Source: an optimization exercise on an open RTL-to-GDS flow (aim: small area, a short achievable clock period and few clock cycles). Production flows keep margins and buffers that such runs may drop. Where RTL was checked, it was by simulation tests only, not by an equivalence proof against the original. No activity file was given, so power comes from the tool's default toggle rates.

Setup of the reference run:
// psiframe_pkt
module psiframe_pkt (
  input  wire        clk,
  input  wire        rst,             
  input  wire        cmd_valid,
  input  wire [63:0] cmd,
  output wire        cmd_ready,
  output wire        ev_valid,
  output wire [9:0]  ev,
  output wire [41:0] ev_pcr,
  input  wire        ev_ready,
  output wire        idle,
  output wire [63:0] st
);
Size in the first run: ~1,500 cells after synthesis, about 190 I/O pins, roughly 0.017 mm2 of cells after synthesis.
Settings: LEC_CHECK=0, CAP_MARGIN=20, CORE_MARGIN=2, CORE_UTILIZATION=65, SLEW_MARGIN=20; clock period 10.0 ns.
standard.sh (not shown) runs the stock make flow with config.mk's settings and CLKGATE_MAP_FILE= SYNTH_SCRIPT=/design/flow/synth_recipe.tcl, a recipe that flattens the netlist after the stock synthesis.
==> flow/flow/run.sh <==
#!/bin/bash
# Own layout flow: the standard synthesis unchanged, then the standard
# layout (standard.sh) with two extra make settings:
#  - BUFFER_PORTS_ARGS: every input and output port still gets its buffer, but
#    a plain sky130_fd_sc_hd__buf_2 instead of the delay buffer picked by default.
# Each tool's full output stays in this folder: make's output in flow_*.log,
# and ORFS's per-step logs under orfs/logs/.
set -uo pipefail
MARGIN=$(cat flow/margin.txt 2>/dev/null || echo 6)
bash standard.sh synth > flow_synth.log 2>&1 || { tail -50 flow_synth.log; exit 1; }
bash standard.sh "SETUP_SLACK_MARGIN=$MARGIN" \
  "BUFFER_PORTS_ARGS=-buffer_cell sky130_fd_sc_hd__buf_2" finish > flow_layout.log 2>&1 \
  || { tail -50 flow_layout.log; exit 1; }
tail -5 flow_layout.log
==> flow/flow/margin.txt <==
6.5
Inputs modified between the reference run and the trial run:
Settings: putting SETUP_SLACK_MARGIN at 5 where nothing was set; putting CTS_BUF_LIST at sky130_fd_sc_hd__clkbuf_8 where nothing was set; putting CTS_CLUSTER_SIZE at 20 where nothing was set.
==> flow/run.sh (new file) <==
#!/bin/bash
# synth_recipe.tcl (not shown) runs the flow's synth.tcl, then flattens the netlist and writes it again
# the make line also repeats each setting of config.mk as NAME=value (left out here)
make -C /OpenROAD-flow-scripts/flow DESIGN_CONFIG=/design/flow/config.mk WORK_HOME=/design/flow/orfs CLKGATE_MAP_FILE= SYNTH_SCRIPT=/design/flow/synth_recipe.tcl finish
removed: flow/flow/run.sh
removed: flow/flow/margin.txt
removed: flow/standard.sh
Results
On worst hold slack, the trial run and the reference run are basically level. Startpoint of the worst setup timing path: cop[0] -> the trial run, drem[2] -> the reference run. Clock share of power down 0.9 points in the trial run wrt the reference run. Diff the trial run and the reference run: worst setup slack after placement higher in the reference run. Between the trial run and the reference run, share of cell area taken by flip-flops and latches is higher for the reference run, the trial run comes in under that. Slew at the pin closest to its max-slew limit ends up lower on the reference run. Against the reference run as the reference, the trial run delivers a higher worst vdd rail ir drop. Across both runs, combinational power share was higher for the trial run than for the reference run. Logic depth of the worst register-to-register path: the trial run < the reference run.
No run of this note included a check of the RTL's function; only the layout flow was run.

* * *

## run 1
psiframe_pkt, a different RTL version from the one above (not shown whole).
For scale: ~1,500 cells after synthesis, roughly 430 flip-flops.
## psiframe_pkt
module psiframe_pkt (
  input  wire        clk,
  input  wire        rst,             
  input  wire        cmd_valid,
  input  wire [63:0] cmd,
  output wire        cmd_ready,
  output wire        ev_valid,
  output wire [9:0]  ev,
  output wire [41:0] ev_pcr,
  input  wire        ev_ready,
  output wire        idle,
  output wire [63:0] st
);
Settings: LEC_CHECK=0, CAP_MARGIN=20, CORE_MARGIN=2, CORE_UTILIZATION=65, SLEW_MARGIN=20, TNS_END_PERCENT=0; clock period 10.0 ns.
==> flow/flow/run.sh <==
#!/bin/bash
# Own layout flow: the standard synthesis unchanged (standard.sh synth),
# then the standard layout (standard.sh) with extra make settings:
#  - BUFFER_PORTS_ARGS: every input and output port still gets its buffer, but
#    a plain sky130_fd_sc_hd__buf_2 instead of the delay buffer picked by default;
#  - CTS_ARGS: ORFS's own clock-tree options with clkbuf_8 buffers, without the dummy loads that CTS
#    adds to even out its leaf buffers' loads.
# Each tool's full output stays in this folder: make's output in flow_*.log,
# and ORFS's per-step logs under orfs/logs/.
set -uo pipefail
MARGIN=$(cat flow/margin.txt 2>/dev/null || echo 6.5)
bash standard.sh synth > flow_synth.log 2>&1 || { tail -50 flow_synth.log; exit 1; }
bash standard.sh "SETUP_SLACK_MARGIN=$MARGIN" \
  "BUFFER_PORTS_ARGS=-buffer_cell sky130_fd_sc_hd__buf_2" \
  "CTS_ARGS=-sink_clustering_enable -repair_clock_nets -dont_use_dummy_load -buf_list sky130_fd_sc_hd__clkbuf_8" \
  finish > flow_layout.log 2>&1 || { tail -50 flow_layout.log; exit 1; }
tail -5 flow_layout.log
==> flow/flow/margin.txt <==
7.0
Run 1 finished every stage and its layout cleared the timing, DRC and antenna checks.
Testbench counts of run 1, summed over its fixed seeds: cycles 233,424.
What run 2 does differently from run 1 at the input level:
==> flow/flow/margin.txt <==
6.5
-- flow/config.mk --
<<< run 1, line 10
export CORE_UTILIZATION = 65
>>> run 2, line 10
export CORE_UTILIZATION = 55
<<< run 1, line 12
export TNS_END_PERCENT = 0
>>> run 2, line 12
## What came out
- Of run 2 and run 1, the lower area of the die belongs to run 1.
- Summary — area of the core, run 2 relative to run 1: higher, by 0.0044 mm^2.
- The startpoint-to-endpoint class of the critical path comes out reg2out in one run and in2reg in the other, namely in run 2 and run 1 respectively.
- Multi-input gate share of the layout cell area in run 2 is 0.25 points above run 1.
- Compared with run 1, in run 2 hold-fix buffer count after cts roughly the same; met3 usage in global routing was more or less identical.
- The area of all placed cells without fillers of run 2 was superior to that of run 1.
- Taking run 1 as the reference, in run 2 non-clock buffer count shrank by 39; pin count of the biggest net entering global routing held steady; layout-stage area growth over the synthesis result shrank by 1.5 points.
- For run 2, the slowest cell on the critical path was clkbuf_8, unlike run 1, where it was or4_4.
[inputs] run 3 vs run 2
==> flow/flow/margin.txt <==
6.75
==> comparison <==
On met1 usage in global routing: run 3 sits above run 2. The total global-route track usage in run 3 was higher than what run 2 gave. On instance count after placement with tap cells included, run 3 and run 2 are basically level. Diff run 2 -> run 3: count of clock buffers in the final design dropped 1, critical path depth climbed 10.
## Diff of input files: run 4 against run 3
-- flow/config.mk --
<<< run 3, line 10
export CORE_UTILIZATION = 55
>>> run 4, line 10
export CORE_UTILIZATION = 65
Notes after the runs:
Run 4: hold slack higher than run 3
Clock-buffer cell count of run 4 exceeds that of run 3 slightly.
Taking run 3 as the reference point, the maximum clock skew at final layout of run 4 falls by 0.040 ns.
In the metrics for run 4 and run 3, the one carrying the higher worst setup slack is run 4.
From run 3 to run 4 the numbers moved as follows: minimum clock period after layout decreased by 0.14 ns relative to the old numbers; relative area of clock buffers and inverters in the final design closely matched the old numbers; reported leakage power decreased by 0.69% relative to the old numbers.
Run 3 ended up with pkleft[0] as its end of the critical path; run 4 ended up with crdy.
Post-place instance area: lower on run 4
Run 3 has lower global routing usage on met2 than run 4.
Input changes introduced in run 5 (baseline for comparison: run 4):
==> flow/flow/margin.txt <==
6.85
-- flow/config.mk --
<<< run 4, line 10
export CORE_UTILIZATION = 65
>>> run 5, line 10
export CORE_UTILIZATION = 55
## What came out
- | part of the total power dissipated in combinational logic | run 5 vs run 4 | 4.8 points higher |
- Run 5 vs run 4 — post-route standard cell area excluding fillers rose 610 um^2.
- Going from run 4 to run 5, clock skew increased by 0.0035 ns relative to the old numbers; number of placement rows increased by about 9% relative to the old numbers.
- For run 5, the launching instance or port of the critical path was ev_ready, unlike run 4, where it was pkleft[2].
- When run 5 is set beside run 4, its met1 layer wirelength in the final routing turns out to be about 7% larger.
- Compared with run 4, run 5 shows net switching component of the power that has gone up by a few percent.

* * *

Another version of the RTL of psiframe_pkt (not shown whole).
Size in the first run: roughly 1600 cells after synthesis, about 430 flip-flops, roughly 190 I/O pins, about 17000 um^2 of cells after synthesis.
Settings: LEC_CHECK=0, CAP_MARGIN=20, CORE_MARGIN=2, CORE_UTILIZATION=65, SLEW_MARGIN=20; clock period 10.0 ns.
==> flow/flow/run.sh <==
#!/bin/bash
# Own layout flow: the standard synthesis unchanged (standard.sh synth),
# then the standard layout (standard.sh) with extra make settings:
#  - BUFFER_PORTS_ARGS: every input and output port still gets its buffer, but
#    a plain sky130_fd_sc_hd__buf_2 instead of the delay buffer picked by default;
#  - CTS_ARGS: ORFS's own clock-tree options, without the dummy loads that CTS
#    adds to even out its leaf buffers' loads.
# Each tool's full output stays in this folder: make's output in flow_*.log,
# and ORFS's per-step logs under orfs/logs/.
set -uo pipefail
MARGIN=$(cat flow/margin.txt 2>/dev/null || echo 6.5)
bash standard.sh synth > flow_synth.log 2>&1 || { tail -50 flow_synth.log; exit 1; }
bash standard.sh "SETUP_SLACK_MARGIN=$MARGIN" \
  "BUFFER_PORTS_ARGS=-buffer_cell sky130_fd_sc_hd__buf_2" \
  "CTS_ARGS=-sink_clustering_enable -repair_clock_nets -dont_use_dummy_load -sink_clustering_size 30 -sink_clustering_max_diameter 100" \
  finish > flow_layout.log 2>&1 || { tail -50 flow_layout.log; exit 1; }
tail -5 flow_layout.log
==> flow/flow/margin.txt <==
6.5
Change:
--- a/flow/flow/run.sh
+++ b/flow/flow/run.sh
@@ -14,3 +14,3 @@
   "BUFFER_PORTS_ARGS=-buffer_cell sky130_fd_sc_hd__buf_2" \
-  "CTS_ARGS=-sink_clustering_enable -repair_clock_nets -dont_use_dummy_load -sink_clustering_size 30 -sink_clustering_max_diameter 100" \
+  "CTS_ARGS=-sink_clustering_enable -repair_clock_nets -dont_use_dummy_load" \
   finish > flow_layout.log 2>&1 || { tail -50 flow_layout.log; exit 1; }
=> Routed wire length went up by a few percent. Power went up by roughly a tenth. Non-clock buffer count went down by 1. Final area went up by a few percent. Clock skew went up by 0.018 ns. Sequential cell count does not change. Synthesized area is unchanged. Worst hold slack gets worse by 0.038 ns.
No run of this note included a check of the RTL's function; only the layout flow was run.

* * *

psiframe_pkt with an RTL version that a note above also has.
For scale: roughly 1500 cells after synthesis, roughly 430 flip-flops, roughly 190 I/O pins.
Settings: LEC_CHECK=0, CAP_MARGIN=20, CORE_MARGIN=2, CORE_UTILIZATION=65, SLEW_MARGIN=20, TNS_END_PERCENT=0; clock period 10.0 ns.
==> flow/flow/run.sh <==
#!/bin/bash
# Own layout flow: the standard synthesis unchanged (standard.sh synth),
# then the standard layout (standard.sh) with extra make settings:
#  - BUFFER_PORTS_ARGS: every input and output port still gets its buffer, but
#    a plain sky130_fd_sc_hd__buf_2 instead of the delay buffer picked by default;
#  - CTS_ARGS: ORFS's own clock-tree options with clkbuf_8 buffers, without the dummy loads that CTS
#    adds to even out its leaf buffers' loads.
# Each tool's full output stays in this folder: make's output in flow_*.log,
# and ORFS's per-step logs under orfs/logs/.
set -uo pipefail
MARGIN=$(cat flow/margin.txt 2>/dev/null || echo 6.5)
bash standard.sh synth > flow_synth.log 2>&1 || { tail -50 flow_synth.log; exit 1; }
bash standard.sh "SETUP_SLACK_MARGIN=$MARGIN" \
  "BUFFER_PORTS_ARGS=-buffer_cell sky130_fd_sc_hd__buf_2" \
  "CTS_ARGS=-sink_clustering_enable -repair_clock_nets -dont_use_dummy_load -buf_list sky130_fd_sc_hd__clkbuf_8" \
  finish > flow_layout.log 2>&1 || { tail -50 flow_layout.log; exit 1; }
tail -5 flow_layout.log
==> flow/flow/margin.txt <==
6.85
Testbench counts at the start, summed over its fixed seeds: cycles 233,424.
==> next run, changes <==
--- a/flow/flow/run.sh
+++ b/flow/flow/run.sh
@@ -5,2 +5,4 @@
 #    a plain sky130_fd_sc_hd__buf_2 instead of the delay buffer picked by default;
+#  - SKIP_REPAIR_TIE_FANOUT: the constant outputs share their tie cells
+#    instead of getting one tie cell each;
 #  - CTS_ARGS: ORFS's own clock-tree options with clkbuf_8 buffers, without the dummy loads that CTS
@@ -14,2 +16,3 @@
   "BUFFER_PORTS_ARGS=-buffer_cell sky130_fd_sc_hd__buf_2" \
+  SKIP_REPAIR_TIE_FANOUT=1 \
   "CTS_ARGS=-sink_clustering_enable -repair_clock_nets -dont_use_dummy_load -buf_list sky130_fd_sc_hd__clkbuf_8" \
==> flow/flow/margin.txt (replaced) <==
6.75
Settings changed: TNS_END_PERCENT 0 to default.
After rerunning:
- power climbs slightly
- worst setup slack degrades by 5.4 ps
- cell area drops slightly
==> next run, changes <==
--- a/flow/flow/run.sh
+++ b/flow/flow/run.sh
@@ -5,4 +5,2 @@
 #    a plain sky130_fd_sc_hd__buf_2 instead of the delay buffer picked by default;
-#  - SKIP_REPAIR_TIE_FANOUT: the constant outputs share their tie cells
-#    instead of getting one tie cell each;
 #  - CTS_ARGS: ORFS's own clock-tree options with clkbuf_8 buffers, without the dummy loads that CTS
@@ -16,3 +14,2 @@
   "BUFFER_PORTS_ARGS=-buffer_cell sky130_fd_sc_hd__buf_2" \
-  SKIP_REPAIR_TIE_FANOUT=1 \
   "CTS_ARGS=-sink_clustering_enable -repair_clock_nets -dont_use_dummy_load -buf_list sky130_fd_sc_hd__clkbuf_8" \
==> flow/flow/margin.txt (replaced) <==
6.5
- total power is lower by 0.43%
- design area goes down by about 1.4%
- wire length decreases by 3.2%
- worst setup slack got worse by 170 ps
- die area does not change
- synthesized cell count stays the same
- fmax drops by 5.0%
- sequential share of layout area rises by 0.67 points
- cell count went up by about 0.4%
- sequential power rises by about 2%
==> next run, changes <==
--- a/flow/flow/run.sh
+++ b/flow/flow/run.sh
@@ -5,3 +5,3 @@
 #    a plain sky130_fd_sc_hd__buf_2 instead of the delay buffer picked by default;
-#  - CTS_ARGS: ORFS's own clock-tree options with clkbuf_8 buffers, without the dummy loads that CTS
+#  - CTS_ARGS: ORFS's own clock-tree options, without the dummy loads that CTS
 #    adds to even out its leaf buffers' loads.
@@ -14,3 +14,3 @@
   "BUFFER_PORTS_ARGS=-buffer_cell sky130_fd_sc_hd__buf_2" \
-  "CTS_ARGS=-sink_clustering_enable -repair_clock_nets -dont_use_dummy_load -buf_list sky130_fd_sc_hd__clkbuf_8" \
+  "CTS_ARGS=-sink_clustering_enable -repair_clock_nets -dont_use_dummy_load" \
   finish > flow_layout.log 2>&1 || { tail -50 flow_layout.log; exit 1; }
==> flow/flow/margin.txt (replaced) <==
6.6
Settings changed: CORE_UTILIZATION 65 to 75.
The changed run completed without violations.
Setup slack hardly moves.
Fmax is about the same.
Worst hold slack gains 20 ps.
Wire length increases by 18%.
Area after synthesis does not change.
Core utilization is higher by 12 points.
Clock skew came out lower by 19 ps.
Design area rose by 0.77%.
Global-route usage rises by 9.2 points.
Via count came out higher by 8.5%.
Clock-buffer cell count drops by 28.
==> next run, changes <==
--- a/flow/flow/run.sh
+++ b/flow/flow/run.sh
@@ -5,3 +5,3 @@
 #    a plain sky130_fd_sc_hd__buf_2 instead of the delay buffer picked by default;
-#  - CTS_ARGS: ORFS's own clock-tree options, without the dummy loads that CTS
+#  - CTS_ARGS: ORFS's own clock-tree options with clkbuf_8 buffers, without the dummy loads that CTS
 #    adds to even out its leaf buffers' loads.
@@ -14,3 +14,3 @@
   "BUFFER_PORTS_ARGS=-buffer_cell sky130_fd_sc_hd__buf_2" \
-  "CTS_ARGS=-sink_clustering_enable -repair_clock_nets -dont_use_dummy_load" \
+  "CTS_ARGS=-sink_clustering_enable -repair_clock_nets -dont_use_dummy_load -buf_list sky130_fd_sc_hd__clkbuf_8" \
   finish > flow_layout.log 2>&1 || { tail -50 flow_layout.log; exit 1; }
==> flow/flow/margin.txt (replaced) <==
7.0
Settings changed: CORE_UTILIZATION 75 to 55.
Worst setup slack is better by 250 ps.
Area after synthesis stays the same.
Sequential share of layout area decreases by 5.0 points.
Die area increases by 35%.
Cell area increases by 11%.
Via count hardly moves.
==> next run, changes <==
--- a/flow/flow/run.sh
+++ b/flow/flow/run.sh
@@ -5,3 +5,3 @@
 #    a plain sky130_fd_sc_hd__buf_2 instead of the delay buffer picked by default;
-#  - CTS_ARGS: ORFS's own clock-tree options with clkbuf_8 buffers, without the dummy loads that CTS
+#  - CTS_ARGS: ORFS's own clock-tree options, without the dummy loads that CTS
 #    adds to even out its leaf buffers' loads.
@@ -14,3 +14,3 @@
   "BUFFER_PORTS_ARGS=-buffer_cell sky130_fd_sc_hd__buf_2" \
-  "CTS_ARGS=-sink_clustering_enable -repair_clock_nets -dont_use_dummy_load -buf_list sky130_fd_sc_hd__clkbuf_8" \
+  "CTS_ARGS=-sink_clustering_enable -repair_clock_nets -dont_use_dummy_load" \
   finish > flow_layout.log 2>&1 || { tail -50 flow_layout.log; exit 1; }
==> flow/flow/margin.txt (replaced) <==
6.5
Settings changed: CORE_UTILIZATION 55 to 65.
The new run went through all stages and came out clean.
Routed wire length drops by 14%.
Worst setup slack degrades by 210 ps.
Count of clock-buffer cells in the layout decreases by 27.
Maximum frequency went down by about 6%.
Flip-flop and latch count does not change.

==> re-timing with driven ports <==
The flow's constraints put no driver on any port. The routed layouts listed below were extracted and timed again, unchanged, in two steps.
Step 1 (the two cells are an assumption about what drives the block):
set clk [get_ports {clk}]
set_driving_cell -lib_cell sky130_fd_sc_hd__clkbuf_16 $clk
set_driving_cell -lib_cell sky130_fd_sc_hd__buf_2 [delete_from_list [all_inputs] $clk]
Step 2 also shifts input and output timing later by t, the mid clock arrival at the registers, as if the neighbouring blocks saw the same clock.
a / b / c = ideal ports / drivers / drivers and shift; a / b = the first two.
run | t (ns) | slack for setup (ns) | worst slew at a driven data input, ns | cell pins on the clock port's net
the reference run | 0.587 | 6.526 / 6.478 / 6.025 | 0.04 | 1
the trial run | 0.647 | 5.624 / 5.624 / 5.407 | 0.06 | 1
run 1 | 0.621 | 6.705 / 6.709 / 6.095 | 0.04 | 1
run 2 | 0.598 | 6.571 / 6.524 / 6.013 | 0.03 | 1
run 3 | 0.593 | 6.620 / 6.626 / 6.034 | 0.04 | 1
run 4 | 0.596 | 6.759 / 6.736 / 6.198 | 0.04 | 1
run 5 | 0.595 | 6.753 / 6.752 / 6.167 | 0.04 | 1
the first run of note 3 | 0.567 | 6.405 / 6.441 / 5.874 | 0.04 | 1
the second run of note 3 | 0.572 | 6.510 / 6.506 / 5.969 | 0.03 | 1
the first run of note 4 | 0.623 | 6.699 / 6.689 / 6.087 | 0.04 | 1
the second run of note 4 | 0.622 | 6.693 / 6.720 / 6.098 | 0.04 | 1
the third run of note 4 | 0.602 | 6.520 / 6.506 / 5.942 | 0.04 | 1
the fourth run of note 4 | 0.564 | 6.521 / 6.521 / 6.070 | 0.04 | 1
the fifth run of note 4 | 0.607 | 6.769 / 6.747 / 6.185 | 0.04 | 1
the sixth run of note 4 | 0.568 | 6.561 / 6.542 / 6.085 | 0.04 | 1
After both steps setup and hold are still met in every run listed. The setup slack of the first run of note 4, which loses most, moves by -0.010 ns with the drivers and by -0.612 ns with both steps.
